This design comes from an exercise in tuning for small area, a short achievable clock period and few clock cycles per item on the open sky130 flow, not from production work. In this exercise RTL edits were held to simulation tests only and were not proved equivalent to the original.

[flow/config.mk]
export PLATFORM = sky130hd
export DESIGN_NAME = apt_sync_score
export DESIGN_NICKNAME = apt_sync_score
export VERILOG_FILES = /design/flow/design.v
export SDC_FILE = /design/flow/constraint.sdc
export NUM_CORES = 4
export LEC_CHECK = 0
export CAP_MARGIN = 20
export CORE_MARGIN = 2
export CORE_UTILIZATION = 40
export SLEW_MARGIN = 20
[flow/constraint.sdc]
create_clock -name core_clock -period 12.0 [get_ports {clk}]
set_input_delay 2.4000 -clock core_clock [delete_from_list [all_inputs] [get_ports {clk}]]
set_output_delay 2.4000 -clock core_clock [all_outputs]
set_load 0.01 [all_outputs]
[flow/design.v]
module apt_sync_score (
    input  wire        clk,
    input  wire        rst,         
    input  wire        in_valid,
    output wire        in_ready,
    input  wire        in_first,    
    input  wire [7:0]  in_sample,
    output reg         out_valid,
    output reg  [15:0] out_score
);
    localparam [2:0] S_IDLE = 3'd0,
                     S_SUM  = 3'd1,
                     S_PREP = 3'd2,
                     S_DIV  = 3'd3,
                     S_SQRT = 3'd4;
    reg [2:0] state;
    reg [4:0] fill;                 
    reg [7:0] win [0:27];           
    assign in_ready = (state == S_IDLE);
    wire accept = in_valid && in_ready;
    reg signed [13:0] sum_num;
    reg        [12:0] sum_s1;
    reg        [20:0] sum_s2;
    integer j;
    always @* begin
        sum_num = 14'sd0;
        sum_s1  = 13'd0;
        sum_s2  = 21'd0;
        for (j = 0; j < 28; j = j + 1) begin
            if ((j % 4) < 2)
                sum_num = sum_num + $signed({6'd0, win[j]});
            else
                sum_num = sum_num - $signed({6'd0, win[j]});
            sum_s1 = sum_s1 + {5'd0, win[j]};
            sum_s2 = sum_s2 + {13'd0, win[j]} * {13'd0, win[j]};
        end
    end
    reg signed [13:0] num_r;
    reg        [12:0] s1_r;
    reg        [20:0] s2_r;
    wire [25:0] v_full = 26'd28 * {5'd0, s2_r} - {13'd0, s1_r} * {13'd0, s1_r};
    wire [23:0] v_w    = v_full[23:0];
    wire [12:0] num_mag = num_r[12:0];                
    wire [23:0] nsq     = {11'd0, num_mag} * {11'd0, num_mag};
    reg [23:0] divisor;
    reg [23:0] rem;
    reg        low_bit;
    reg [30:0] quo;
    reg [4:0]  cnt;
    wire        div_in   = (cnt == 5'd30) ? low_bit : 1'b0;
    wire [24:0] rem_sh   = {rem, div_in};
    wire [25:0] rem_try  = {1'b0, rem_sh} - {2'b0, divisor};
    wire        q_bit    = ~rem_try[25];
    wire [23:0] rem_next = q_bit ? rem_try[23:0] : rem_sh[23:0];
    wire [30:0] quo_next = {quo[29:0], q_bit};
    reg  [30:0] op;
    reg  [31:0] res;
    reg  [31:0] one;
    wire [31:0] res_one  = res + one;
    wire        sq_take  = ({1'b0, op} >= res_one);
    wire [31:0] res_next = sq_take ? ((res >> 1) + one) : (res >> 1);
    always @(posedge clk) begin
        if (accept) begin
            for (j = 0; j < 27; j = j + 1)
                win[j] <= win[j + 1];
            win[27] <= in_sample;
        end
    end
    always @(posedge clk) begin
        if (rst) begin
            state     <= S_IDLE;
            fill      <= 5'd0;
            out_valid <= 1'b0;
            out_score <= 16'd0;
        end else begin
            out_valid <= 1'b0;
            case (state)
                S_IDLE: begin
                    if (accept) begin
                        if (in_first) begin
                            fill <= 5'd1;
                        end else begin
                            if (fill != 5'd28)
                                fill <= fill + 5'd1;
                            if (fill >= 5'd27)
                                state <= S_SUM;
                        end
                    end
                end
                S_SUM: begin
                    num_r <= sum_num;
                    s1_r  <= sum_s1;
                    s2_r  <= sum_s2;
                    state <= S_PREP;
                end
                S_PREP: begin
                    if (num_r <= 14'sd0 || v_w == 24'd0) begin
                        out_valid <= 1'b1;
                        out_score <= 16'd0;
                        state     <= S_IDLE;
                    end else begin
                        divisor <= v_w;
                        rem     <= {1'b0, nsq[23:1]};
                        low_bit <= nsq[0];
                        quo     <= 31'd0;
                        cnt     <= 5'd30;
                        state   <= S_DIV;
                    end
                end
                S_DIV: begin
                    rem <= rem_next;
                    quo <= quo_next;
                    if (cnt == 5'd0) begin
                        op    <= quo_next;
                        res   <= 32'd0;
                        one   <= 32'h4000_0000;
                        cnt   <= 5'd15;
                        state <= S_SQRT;
                    end else begin
                        cnt <= cnt - 5'd1;
                    end
                end
                S_SQRT: begin
                    if (sq_take)
                        op <= op - res_one[30:0];
                    res <= res_next;
                    one <= one >> 2;
                    if (cnt == 5'd0) begin
                        out_valid <= 1'b1;
                        out_score <= res_next[15:0];
                        state     <= S_IDLE;
                    end else begin
                        cnt <= cnt - 5'd1;
                    end
                end
                default: state <= S_IDLE;
            endcase
        end
    end
endmodule
[flow/run.sh]
#!/bin/bash
# synth_recipe.tcl (not shown) runs the flow's synth.tcl, then flattens the netlist and writes it again
# the make line also repeats each setting of config.mk as NAME=value (left out here)
make -C /OpenROAD-flow-scripts/flow DESIGN_CONFIG=/design/flow/config.mk WORK_HOME=/design/flow/orfs CLKGATE_MAP_FILE= SYNTH_SCRIPT=/design/flow/synth_recipe.tcl finish
==> flow_summary.toml <==
[status]
status = "finished clean"

[route]
antenna_left = 0
wl_per_cell_um = 21.78
vias = 59423
drtIter0Drc = 3959
viasPerCell = 4.970
totalWireLength_mm = 260.4
post-route-drc-count = 0
first_pass_iters = 5

[worst_setup_path]
critPathSlowestCell = "a2111oi_0"
critical_path.endpoint_type = "flop"
crit_top_cell = "fa_1"
crit_end = "s2_r[19]"
reg2reg_from = "win[23][7]"
crit_arrival_ns = 11.81
worstSetupPathType = "reg2reg"
worstPathMaxFanout = 8
reg2reg_depth = 31
rrSetupSlack_ns = 0.67
startpoint = "win[23][7]"
worst_path_largest_cell_delay_ns = 0.82
required_ns = 12.48
cp-start-kind = "flop"
regToRegEndpoint = "s2_r[19]"

[sta]
hold-worst-slack_ns = 0.4765
max_slew.worst_pin.slew_ns = 1.097
skew_ns = 0.05304
min_period_over_period_pct = 94.41
post-route-min-period_ns = 11.33
setup_viol = 0
hold_violations = 0
report.final.slew_viol_count = 0
maxSlewHeadroom_pct = 26.90
fmax_mhz = 88.26
rsz0062_at_grt = "false"
fin_tns_setup_ns = 0

[clock_network]
htree_num_levels = 3
cts_tree = "yes"
ctsLongestPathBuffers = 3
cts_setup_buffers = 0
clock_sinks = 460
postCtsResizedCells = 0
hold_buffers = 0
cts_buffers = 67
cts-root-buf = "clkbuf_16"
clk_pin_slew_ns = 0.07
clock_latency_ns = 0.75

[yosys]
synth.cell_area_um2 = 92630
netlist_top_cells_area = "fa_1 (46%), edfxtp_1 (14%), ha_1 (13%), inv_1 (11%), and2_1 (2.9%)"
syn-num-nets = 11873
synthDistinctLibCells = 77
synth_edf_count = 435
async_flop_share_pct = 0
syn_inst = 8810
syn_avg_cell_area_um2 = 10.51
synth.yosys.warnings = 2
ys_seq_elements = 460
synth-main-ff-cell = "edfxtp_1"
synth_area_leader_cell = "fa_1"
ys_seq_area_share_pct = 14.64
netlist.area_leader.share_pct = 45.84

[place]
hpwl_mm = 225.0
gp_congestion = 0.9704
placedCellCount = 11835
portBuffers = 29

[layout]
final_cells = 11956
antenna_cells = 0
area_growth_pct = 7.076
drive_gt1_share_pct = 2.688
post-route-util_pct = 43.10
final_nets = 11941

[global_routing]
grt_pass1_vias = 66110
antenna_found_initial = 4
grt_overflow = 0
grt_pass1_wl_mm = 406.5
grt_max_degree = 86
grtUsageTotal_pct = 23.03

[die]
dieHeight_um = 485.2
ioPinCount = 30
die_area_um2 = 235400
start_util_pct = 40.25
dieWidth_um = 485.2
rows = 176
core-area_um2 = 230100

[hold_path]
worst_hold_path_type = "reg2reg"

[flow_run]
maxCapViolations = 0
area by class of cell:
cell class                 count  area, um^2
fill                       21906      130900
timing repair buffer         108       883.3
clock buffer                  73        1709
clock inverter                48       559.3
tap                         3026        3786
multi-input combinational   5610       68790
sequential                   460       13560
inverter                    2631        9883
cells in the final DEF (no fill, tap or decap), types with 79 or more instances in the layout:
cell and instances:
a21oi_1 149, and2_1 424, and3_1 84, buf_4 79, edfxtp_1 435, fa_1 2121, ha_1 930, inv_1 2624
nand2_1 508, nor2_1 381, o21ai_0 137, xnor2_1 173, xor2_1 102
worst max-delay path, delay by kind of cell (launching register included):
kind / cells / cell delay [ns]
adder cells (fa/ha/maj): 14 / 7.07
flip-flops: 1 / 0.72
AO/OA/AOI/OAI: 7 / 1.99
XOR/XNOR: 1 / 0.08
buffers and inverters: 8 / 0.78
AND/OR/NAND/NOR: 1 / 0.43
synthesized netlist by cell type, types with 6 or more instances:
library cell  number
inv_1           2626
fa_1            2121
ha_1             930
nand2_1          508
edfxtp_1         435
and2_1           424
nor2_1           382
xnor2_1          173
a21oi_1          150
o21ai_0          137
xor2_1           102
clkbuf_1          99
and3_1            84
a21o_1            66
nor2b_1           61
nand3_1           54
nor3_1            33
nand2b_1          30
o21bai_1          30
a211oi_1          29
a31oi_1           29
o21a_1            29
mux2i_1           26
dfxtp_1           25
nand4_1           20
o31ai_1           20
or2_2             20
or3_1             13
a21boi_0           9
o21ai_1            9
a211o_1            7
a32oi_1            7
mux2_2             7
nor4_1             7
nand3b_1           6
o211ai_1           6
o311ai_0           6
o31a_1             6
per-stage QoR:
step / cell area, um^2 / worst slack, ns
after floorplan: 92630 / 1.977
after global placement: 96910 / 0.9040
after detailed placement: 96910 / 0.7528
after CTS: 99180 / 0.7551
after global routing: 99180 / 0.2185
final: 99180 / 0.6704
worst min-delay path by stage:
stage	end	depth (start not counted)	start
after floorplan	win[0][4]	0	win[1][4]
after global placement	out_score[10]	2	out_score[10]
after detailed placement	out_score[14]	2	out_score[14]
after CTS	out_score[14]	2	out_score[14]
after global routing	out_score[10]	2	out_score[10]
final	out_score[10]	2	out_score[10]
registers in the layout (all words and copies together) (netlist names):
signal,count
win,224
res,32
op,31
quo,30
divisor,24
rem,24
s2_r,21
one,16
out_score,16
num_r,14
s1_r,13
cnt,5
fill,5
state,3
low_bit,1
out_valid,1
cell families after synthesis:
group	after synthesis	share of synthesized area (%)
buffers and inverters	2740	11.13
AO/OA/AOI/OAI	594	4.131
AND/OR/NAND/NOR	1657	8.722
XOR/XNOR	275	2.600
adder cells (fa/ha/maj)	3051	58.40
flip-flops	460	14.64
multiplexers	33	0.3661
routing by layer:
layer	part of all wire, %	GRT usage [%]
met5	0	0
met4	4.1	8.021
met3	5.4	2.842
met2	48	37.87
met1	43	31.47
Testbench counts, summed over its fixed seeds: cycles 488,706, items 18,989.

[port drivers added, routing unchanged]
Ports are ideal in the flow. The routed layout listed here was re-timed in OpenROAD. Step 1, drivers: a clkbuf_16 drives clk and a buf_2 each remaining input, both assumed. Step 2 also shifts input and output timing later by t, the mid clock arrival at the registers, as if the neighbouring blocks saw the same clock. a / b / c = ideal / step 1 / step 2; a / b = the first two.
t (ns): 0.816
setup WS [ns]: 0.670 / 0.670 / 0.670
worst slew at a driven data input, ns: 0.04
After both steps setup and hold are still met in this run. For this run, drivers alone change the setup slack by 0.000 ns; drivers and shift together by 0.000 ns.
